Source: an optimization exercise on an open RTL-to-GDS flow (aim: small area, a short achievable clock period and few clock cycles per item). Production flows keep margins and buffers that such runs may drop. Function was checked by simulation only, so behaviour that the tests miss may differ from the original.

run M:
Design sb2_render, start of the top module:
module sb2_render (
    input  wire        clk,
    input  wire        rst,
    input  wire        wr_en,
    input  wire [1:0]  wr_ch,
    input  wire [3:0]  wr_reg,
    input  wire [31:0] wr_data,
    input  wire [1:0]  rd_ch,
    input  wire [3:0]  rd_reg,
    output reg  [31:0] rd_data,
    input  wire        start,
    output wire        ready,
    output reg         done,
    output reg  [15:0] out_l,
    output reg  [15:0] out_r,
    output reg         mem_req,
    output wire [31:0] mem_addr,
    input  wire        mem_ack,
    input  wire [7:0]  mem_rdata
);
    localparam R_CTRL    = 4'd0;
    localparam R_PITCH   = 4'd1;
    localparam R_VOL     = 4'd2;
    localparam R_VIB     = 4'd3;
    localparam R_TREM    = 4'd4;
    localparam R_SILENCE = 4'd5;
    localparam R_BASE    = 4'd6;
    localparam R_RATE    = 4'd7;
    localparam R_DATA    = 4'd8;
    localparam R_LENGTH  = 4'd9;
    localparam R_LSTART  = 4'd10;
    localparam R_LLEN    = 4'd11;
    localparam R_CURI    = 4'd12;
    localparam R_CURF    = 4'd13;
    localparam R_OUTRATE = 4'd15;
    localparam [31:0] OUTRATE_RESET = 32'd44100;
    reg        act     [0:3];
    reg        gate    [0:3];
    reg        insv    [0:3];
    reg        looped  [0:3];
    reg        ended   [0:3];
    reg [15:0] pitch   [0:3];
    reg [7:0]  vol     [0:3];
    reg [7:0]  vdep    [0:3];
    reg [7:0]  vph     [0:3];
    reg [7:0]  tdep    [0:3];
    reg [7:0]  tph     [0:3];
    reg [7:0]  silence [0:3];
    reg [15:0] base    [0:3];
    reg [31:0] rate    [0:3];
    reg [31:0] sdata   [0:3];
    reg [31:0] slen    [0:3];
  ...
For scale: ~160 I/O pins.
export LEC_CHECK = 0
export CAP_MARGIN = 20
export CORE_MARGIN = 2
export CORE_UTILIZATION = 45
export SETUP_SLACK_MARGIN = 5
export SLEW_MARGIN = 20
create_clock -name core_clock -period 13.0 [get_ports {clk}]
standard.sh (not shown) runs the stock make flow with config.mk's settings and CLKGATE_MAP_FILE= SYNTH_SCRIPT=/design/flow/synth_recipe.tcl, a recipe that flattens the netlist after the stock synthesis.
==> flow/flow/run.sh <==
#!/bin/bash
# The standard layout, with plain buffers (not delay cells) on the ports.
set -euo pipefail
export BUFFER_PORTS_ARGS="-buffer_cell sky130_fd_sc_hd__buf_4"
bash standard.sh > standard.log 2>&1
Testbench counts of run M, summed over its fixed seeds: cycles 13,630, frames 2,560.
Setup changes, run M to run H
--- a/flow/design.v
+++ b/flow/design.v
@@ -143,13 +143,13 @@
     reg [2:0]  eph;             
     reg [1:0]  ec;              
     reg [4:0]  ecnt;
     reg [48:0] R;
     reg [33:0] Q;
     reg [47:0] D;
-    localparam E_LOAD = 3'd0, E_SET = 3'd1, E_MUL = 3'd2, E_DIV = 3'd3, E_WB = 3'd4, E_CHK = 3'd5, E_ADD = 3'd6;
+    localparam E_LOAD = 3'd0, E_SET = 3'd1, E_MUL = 3'd2, E_DIV = 3'd3, E_WB = 3'd4, E_CHK = 3'd5;
     wire [3:0] cand_step = infr ? (pc & ~sv) : (~sv & ~inval);
     wire [3:0] cand_mod  = infr ? fw : 4'd0;
     wire [3:0] cand      = cand_step | cand_mod;
     wire [1:0] cpick     = cand[0] ? 2'd0 : cand[1] ? 2'd1 : cand[2] ? 2'd2 : 2'd3;
     wire       efree;
     wire [3:0] candx     = cand & ~((eb && efree) ? (4'd1 << ec) : 4'd0);
@@ -181,13 +181,13 @@
     wire        q16      = numv < D;                  
     wire        q20      = {4'd0, numv} < {D, 4'd0};   
     wire        step_fin = eb && !emod && ((eph == E_CHK && sat) || (eph == E_DIV && ecnt == 5'd15)) && !ekill;
     wire [31:0] step_val = (eph == E_CHK) ? 32'hFFFF_FFFF : {Q[29:0], g1, g2};
     wire        mod_fin  = eb && emod && (eph == E_WB);
     assign efree = step_fin || mod_fin;
-    assign mod_curi = R[31:0];
+    assign mod_curi = lstart[ec] + R[31:0];
     always @(posedge clk) begin
         if (rst) begin
             eb <= 1'b0;
         end else if (estart) begin
             eb   <= 1'b1;
             ec   <= cpickx;
@@ -204,15 +204,14 @@
                     eb <= 1'b0;
             end
             E_DIV: begin
                 if (step_fin)
                     eb <= 1'b0;
                 if (emod && ecnt == 5'd16)
-                    eph <= E_ADD;
+                    eph <= E_WB;
             end
-            E_ADD:  eph <= E_WB;
             default: eb <= 1'b0;
             endcase
             if (ekill)
                 eb <= 1'b0;
         end
     end
@@ -259,13 +258,12 @@
                 end
             end
             E_DIV: begin
                 R <= r2;
                 Q <= {Q[31:0], g1, g2};
             end
-            E_ADD: R[31:0] <= lstart[ec] + R[31:0];    
             default: ;
             endcase
         end
     end
     wire signed [9:0]  toff = osc_off(tph[vpch], tdep[vpch]);
     wire signed [10:0] vsum = $signed({3'b000, vol[vpch2]}) + toff_r;
@@ -429,11 +427,11 @@
             mq <= mq_nx;
             if (!infr || !mreq || mem_ack) begin
                 mreq <= mq_nx != 4'd0;
                 fch  <= (pre && !mem_ack) ? paf : fpick;
             end
             paf <= ppick;
-            pav <= pok && ((nm & spcw) == 4'd0);
+            pav <= pok && !spcw[ppick];
             pa  <= sdata[ppick] + cur_i[ppick][31:0];
         end
     end
 endmodule
### Flow results
Looking at the reports, run H completed the entire flow and the layout it produced met the timing, DRC and antenna checks.
Between run M and run H, global-route track usage on met1 decreased.
Going from run M to run H, number of iterations in the first detailed-routing pass grows by 3.
Routability congestion estimate (higher): run M
Relative to run M, worst stage delay on the critical path decreased by 0.19 ns in run H.
Between run H and run M, it is run H whose area occupied by multi-input gates is lower, by 1.1%.
Diff run H..run M | utilization | negligible
Run H vs. run M: multi-input logic portion of the cell area went down by 0.25 points.
Diff run M -> run H: number of global-route vias before repair shows a reduction of about 0.5%; proportion of cell area spent on the clock network shows an increase of 0.17 points; floorplan die width shows a reduction of 2.6 µm; synthesized cell area shows a reduction of 0.95%; final cell count shows a reduction of 226.
Testbench counts of run H, summed over its fixed seeds: cycles 13,625, frames 2,560.

[port drivers added, routing unchanged]
The results above use ideal ports. As a check the final layouts listed here were re-extracted and re-timed, cells and wires unchanged. Step 1, drivers: a clkbuf_16 drives clk and a buf_2 each remaining input, both assumed. Step 2 also shifts input and output timing later by t, the mid clock arrival at the registers, as if the neighbouring blocks saw the same clock. a / b / c = ideal ports / drivers / drivers and shift; a / b = the first two.
run	t, ns	setup slack, ns	hold slack, ns	latest minus earliest clock arrival (ns)
run M	1.038	4.685 / 4.586 / 4.586	0.464 / 0.464 / 0.464	0.084 / 0.085
run H	1.028	4.886 / 4.533 / 4.533	0.456 / 0.456 / 0.456	0.080 / 0.081
After both steps every run listed still meets setup and hold. For run H, which loses most, drivers alone change the setup slack by -0.353 ns; drivers and shift together by -0.353 ns.
